This is an optimization exercise on Yosys and OpenROAD, whose aim is small area, a short achievable clock period and few clock cycles per item, not a production implementation. The RTL was checked by simulation tests, not by an equivalence proof against the original design. Power and IR drop assume default switching activity.

==> flow/design.v <==
module blink_quantizer (
    input  wire        clk,
    input  wire        rst,
    input  wire        req_valid,
    output wire        req_ready,
    input  wire [63:0] req_on_ms,
    input  wire [63:0] req_off_ms,
    output wire        resp_valid,
    output wire [1:0]  resp_path,
    output wire [6:0]  resp_num_steps,
    output wire [7:0]  resp_on_code,
    output wire [63:0] resp_on_ms,
    output wire [63:0] resp_off_ms
);
    reg         v0, hi0;
    reg  [63:0] xr, yr;
    reg         w_busy;
    wire        w_busy_nx;
    reg         stall;
    wire        go;
    wire        hi_in  = |req_on_ms[63:15] | |req_off_ms[63:15];
    wire        v0_nx  = ~rst & (stall ? v0 & ~go : req_valid);
    wire        hi0_nx = stall ? hi0 : hi_in;
    assign req_ready = ~stall;
    always @(posedge clk) begin
        v0    <= v0_nx;
        stall <= v0_nx & hi0_nx & w_busy_nx;
        if (~stall) begin
            hi0 <= hi_in;
            xr  <= req_on_ms;
            yr  <= req_off_ms;
        end
    end
    wire [15:0] xn, yn, xt, yt;
    genvar g;
    generate
        for (g = 0; g < 16; g = g + 1) begin : NB
            assign xn[g] = |xr[4*g+3:4*g];
            assign yn[g] = |yr[4*g+3:4*g];
            assign xt[g] = |xn[15:g];
            assign yt[g] = |yn[15:g];
        end
    endgenerate
    wire on_z  = ~xt[0];
    wire off_z = ~yt[0];
    wire p1    = off_z & ~on_z;                  
    wire p2    = on_z & ~off_z;                  
    wire gen   = ~(p1 | p2);
    wire x_big = |(xn[15:2] & ~yt[13:0]);
    wire y_big = |(yn[15:2] & ~xt[13:0]);
    wire mid   = hi0 & gen & ~x_big & ~y_big;    
    wire needw = hi0 & (mid | ~gen);             
    assign go  = v0 & ~(stall & needw);          
    wire w_ld  = go & hi0 & ~stall;              
    wire [64:0] xy    = {1'b0, xr} + {1'b0, yr};
    wire [15:0] d_lo  = {1'b0, xr[14:0]} - {1'b0, yr[14:0]};
    wire        q_lo  = ~d_lo[15];
    reg  [15:0] s_in, r_in;
    reg         q_in;
    always @(*) begin
        if (on_z & off_z) begin
            s_in = 16'd1000;   q_in = 1'b1;   r_in = 16'd0;
        end else if (hi0 & gen) begin
            s_in = 16'h8000;   q_in = x_big;  r_in = x_big ? 16'h7ffe : 16'd2;
        end else begin
            s_in = xy[15:0];
            q_in = q_lo;
            r_in = q_lo ? d_lo : {xr[14:0], 1'b0};
        end
    end
    localparam [3:0] HOLD_OUT = 4'd9;     
    reg         w_div, w_p1, w_p2;
    reg  [3:0]  w_cnt;
    reg  [65:0] w_r;                      
    reg  [64:0] w_s;
    reg  [7:0]  w_q;                      
    reg         og1a, og1b, og2a, og2b;   
    wire [65:0] w_op = {1'b0, w_s} ^ {{33{w_q[0]}}, {33{~w_r[65]}}};
    wire [65:0] w_t  = {w_r[64:0], 1'b0} + w_op + {65'd0, w_q[0]};
    wire        w_it = ~w_cnt[3];         
    assign w_busy_nx = ~rst & ((w_ld & (mid | ~gen)) |
                               (w_busy & ~(w_div ? (w_cnt == 4'd7) : (w_cnt == HOLD_OUT))));
    wire hold_out_nx = w_busy & ~w_div & (w_cnt == HOLD_OUT - 4'd1);
    always @(posedge clk) begin
        w_busy <= w_busy_nx;
        og1a   <= ~rst & hold_out_nx & w_p1;
        og1b   <= ~rst & hold_out_nx & ~w_p2;
        og2a   <= ~rst & hold_out_nx & w_p2;
        og2b   <= ~rst & hold_out_nx & ~w_p1;
        if (w_ld) begin
            w_div <= gen;
            w_p1  <= p1;
            w_p2  <= ~p1;
            w_cnt <= 4'd0;
            w_r   <= {2'b00, xr};
            w_s   <= xy;
            w_q   <= 8'd1;
        end else begin
            w_cnt <= w_cnt + 4'd1;
            w_r   <= w_t;                 
            if (w_it)
                w_q <= {w_q[6:0], ~w_t[65]};
        end
    end
    generate
        for (g = 0; g <= 7; g = g + 1) begin : P
            wire        v_c;
            wire [1:0]  pa_c;
            wire [15:0] s_c, r_c;
            wire [7:0]  q_c;
            reg         v_r;
            reg  [1:0]  pa_r;
            reg  [15:0] s_r, r_r;
            reg  [7:0]  q_r;
            if (g == 0) begin : A
                assign v_c  = go;
                assign pa_c = mid ? 2'd0 : {~p1, ~p2};
                assign s_c  = s_in;
                assign r_c  = r_in;
                assign q_c  = {7'd0, q_in};
            end else begin : R
                wire [16:0] t  = {P[g-1].r_r, 1'b0} - {1'b0, P[g-1].s_r};
                wire        qb = ~t[16];
                assign v_c  = P[g-1].v_r;
                assign pa_c = P[g-1].pa_r;
                assign s_c  = P[g-1].s_r;
                assign r_c  = qb ? t[15:0] : {P[g-1].r_r[14:0], 1'b0};
                assign q_c  = {P[g-1].q_r[6:0], qb};
            end
            always @(posedge clk) begin
                if (rst) v_r <= 1'b0;
                else     v_r <= v_c;
                pa_r <= pa_c;
                s_r  <= s_c;
                r_r  <= r_c;
                q_r  <= q_c;
            end
        end
    endgenerate
    reg  [7:0]  m_c;
    wire [15:0] s7  = P[6].s_r;
    wire [15:0] s_m = s7 - 16'd129;
    always @(*) begin
        if (s7 <= 16'd256)        m_c = 8'd3;
        else if (s7 > 16'd16256)  m_c = 8'd128;
        else                      m_c = {1'b0, s_m[13:7]} + 8'd3;
    end
    reg  [7:0]  m8;
    always @(posedge clk) m8 <= m_c;
    wire [1:0]  pa8 = P[7].pa_r;
    wire [7:0]  q8  = P[7].q_r;
    reg         mv;
    reg  [1:0]  mpa;
    reg  [7:0]  mm, mq;                   
    reg  [14:0] mon;                      
    wire [15:0] prod = m8 * q8;
    always @(posedge clk) begin
        if (rst) mv <= 1'b0;
        else     mv <= P[7].v_r;
        mpa <= pa8;
        {mm, mq} <= (pa8[0] ^ pa8[1]) ? {1'b0, P[7].s_r[14:0]} : {m8, q8};
        mon <= prod[15:1];
    end
    wire        mgen = &mpa;
    wire        mph  = ~|mpa;
    wire [14:0] moff = {mm, 7'd0} - mon;
    wire [8:0]  wq_n = 9'd256 - {1'b0, w_q};
    reg         ov;
    reg  [1:0]  opa;
    reg  [6:0]  ost;
    reg  [7:0]  oq;
    reg  [14:0] oon, ooff;
    always @(posedge clk) begin
        if (rst) ov <= 1'b0;
        else     ov <= mv;
        if (mph) begin
            opa  <= 2'd3;
            ost  <= 7'd126;
            oq   <= w_q;
            oon  <= {1'b0, w_q, 6'd0};
            ooff <= {wq_n, 6'd0};
        end else begin
            opa  <= mpa;
            ost  <= mgen ? mm[6:0] - 7'd2 : 7'd0;
            oq   <= mgen ? mq : 8'd0;
            oon  <= mgen ? mon : (mpa == 2'd1 ? {mm[6:0], mq} : 15'd0);
            ooff <= mgen ? moff : (mpa == 2'd2 ? {mm[6:0], mq} : 15'd0);
        end
    end
    assign resp_valid     = ov;
    assign resp_path      = opa;
    assign resp_num_steps = ost;
    assign resp_on_code   = oq;
    assign resp_on_ms     = {w_s[63:39] & {25{og1b}}, w_s[38:15] & {24{og1a}}, oon};
    assign resp_off_ms    = {w_s[63:39] & {25{og2b}}, w_s[38:15] & {24{og2a}}, ooff};
endmodule
clock: 12.0 ns
lec_check: 0
cap_margin: 20
core_margin: 2
core_utilization: 40
cts_cluster_diameter: 100
cts_cluster_size: 20
slew_margin: 20
standard.sh (not shown) runs the stock make flow with config.mk's settings and CLKGATE_MAP_FILE= SYNTH_SCRIPT=/design/flow/synth_recipe.tcl, a recipe that flattens the netlist after the stock synthesis.
==> flow/flow/run.sh <==
#!/bin/bash
# Layout flow: the standard flow (standard synthesis, floorplan, placement,
# CTS, routing, finish) at the design's clock period and constraints, with
# two changes to how the layout is made:
#  - the resizer's setup repair after CTS and after global routing is asked
#    to leave extra slack (SETUP_SLACK_MARGIN), so that the critical paths
#    come out faster than the 12 ns constraint requires;
#  - every input and output port still gets its own buffer, but the port
#    buffers start as the smallest buffer cell (the repair upsizes the ones
#    on critical paths).
# The make output of the whole run goes to layout.log in this folder; ORFS
# keeps each tool's own log under orfs/logs/.
set -euo pipefail
MARGIN=${MARGIN:-8.15}
bash standard.sh SETUP_SLACK_MARGIN="$MARGIN" \
    "BUFFER_PORTS_ARGS=-buffer_cell sky130_fd_sc_hd__buf_1" finish > layout.log 2>&1
test -f out/final.def
The first run ran to the end with no violations.
Testbench counts at the start, summed over its fixed seeds: cycles 3,396, items 3,200.
Then changed:
--- a/flow/design.v
+++ b/flow/design.v
@@ -32,4 +32,9 @@
         end
     end
+    wire on_z  = ~|xr;
+    wire off_z = ~|yr;
+    wire p1    = off_z & ~on_z;                  
+    wire p2    = on_z & ~off_z;                  
+    wire gen   = ~(p1 | p2);
     wire [15:0] xn, yn, xt, yt;
     genvar g;
@@ -42,9 +47,4 @@
         end
     endgenerate
-    wire on_z  = ~xt[0];
-    wire off_z = ~yt[0];
-    wire p1    = off_z & ~on_z;                  
-    wire p2    = on_z & ~off_z;                  
-    wire gen   = ~(p1 | p2);
     wire x_big = |(xn[15:2] & ~yt[13:0]);
     wire y_big = |(yn[15:2] & ~xt[13:0]);
@@ -153,6 +153,5 @@
     reg  [1:0]  mpa;
     reg  [7:0]  mm, mq;                   
-    reg  [14:0] mon;                      
-    wire [15:0] prod = m8 * q8;
+    reg  [11:0] pl, pu;
     always @(posedge clk) begin
         if (rst) mv <= 1'b0;
@@ -160,9 +159,11 @@
         mpa <= pa8;
         {mm, mq} <= (pa8[0] ^ pa8[1]) ? {1'b0, P[7].s_r[14:0]} : {m8, q8};
-        mon <= prod[15:1];
+        pl  <= m8 * q8[3:0];
+        pu  <= m8 * q8[7:4];
     end
     wire        mgen = &mpa;
     wire        mph  = ~|mpa;
-    wire [14:0] moff = {mm, 7'd0} - mon;
+    wire [15:0] prod = {4'd0, pl} + {pu, 4'd0};
+    wire [16:0] offx = {1'b0, mm, 8'd0} + {1'b0, ~{4'd0, pl}} + {1'b0, ~{pu, 4'd0}} + 17'd3;
     wire [8:0]  wq_n = 9'd256 - {1'b0, w_q};
     reg         ov;
@@ -184,6 +185,6 @@
             ost  <= mgen ? mm[6:0] - 7'd2 : 7'd0;
             oq   <= mgen ? mq : 8'd0;
-            oon  <= mgen ? mon : (mpa == 2'd1 ? {mm[6:0], mq} : 15'd0);
-            ooff <= mgen ? moff : (mpa == 2'd2 ? {mm[6:0], mq} : 15'd0);
+            oon  <= mgen ? prod[15:1] : (mpa == 2'd1 ? {mm[6:0], mq} : 15'd0);
+            ooff <= mgen ? offx[15:1] : (mpa == 2'd2 ? {mm[6:0], mq} : 15'd0);
         end
     end
Outcome: Via count is lower by about 1.3%; area after synthesis rose by 0.89%; setup slack gains 220 ps; design area goes down by about 1.1%; sequential power went up by about 2%; total power went up by 3.1%.
Testbench counts after the change, summed over its fixed seeds: cycles 3,396, items 3,200.

-- static timing again, ports no longer ideal --
The flow's constraints put no driver on any port. The routed layouts listed below were extracted and timed again, unchanged, in two steps.
Step 1 (the two cells are an assumption about what drives the block):
set clk [get_ports {clk}]
set_driving_cell -lib_cell sky130_fd_sc_hd__clkbuf_16 $clk
set_driving_cell -lib_cell sky130_fd_sc_hd__buf_2 [delete_from_list [all_inputs] $clk]
Step 2 times the ports against the registers' clock, not the clock port: input delays grow and output delays shrink by t, the midpoint of the rising clock arrivals with the driver on.
a / b / c = ideal ports / drivers / drivers and shift; a / b = the first two.
| run | t, ns | setup slack, ns | hold slack, ns |
|---|---|---|---|
| the first run | 0.651 | 7.945 / 7.945 / 7.500 | 0.326 / 0.326 / 0.326 |
| the second run | 0.658 | 8.169 / 8.102 / 7.744 | 0.317 / 0.317 / 0.317 |
After both steps every run listed still meets setup and hold. For the first run, which loses most, drivers alone change the setup slack by 0.000 ns; drivers and shift together by -0.445 ns.
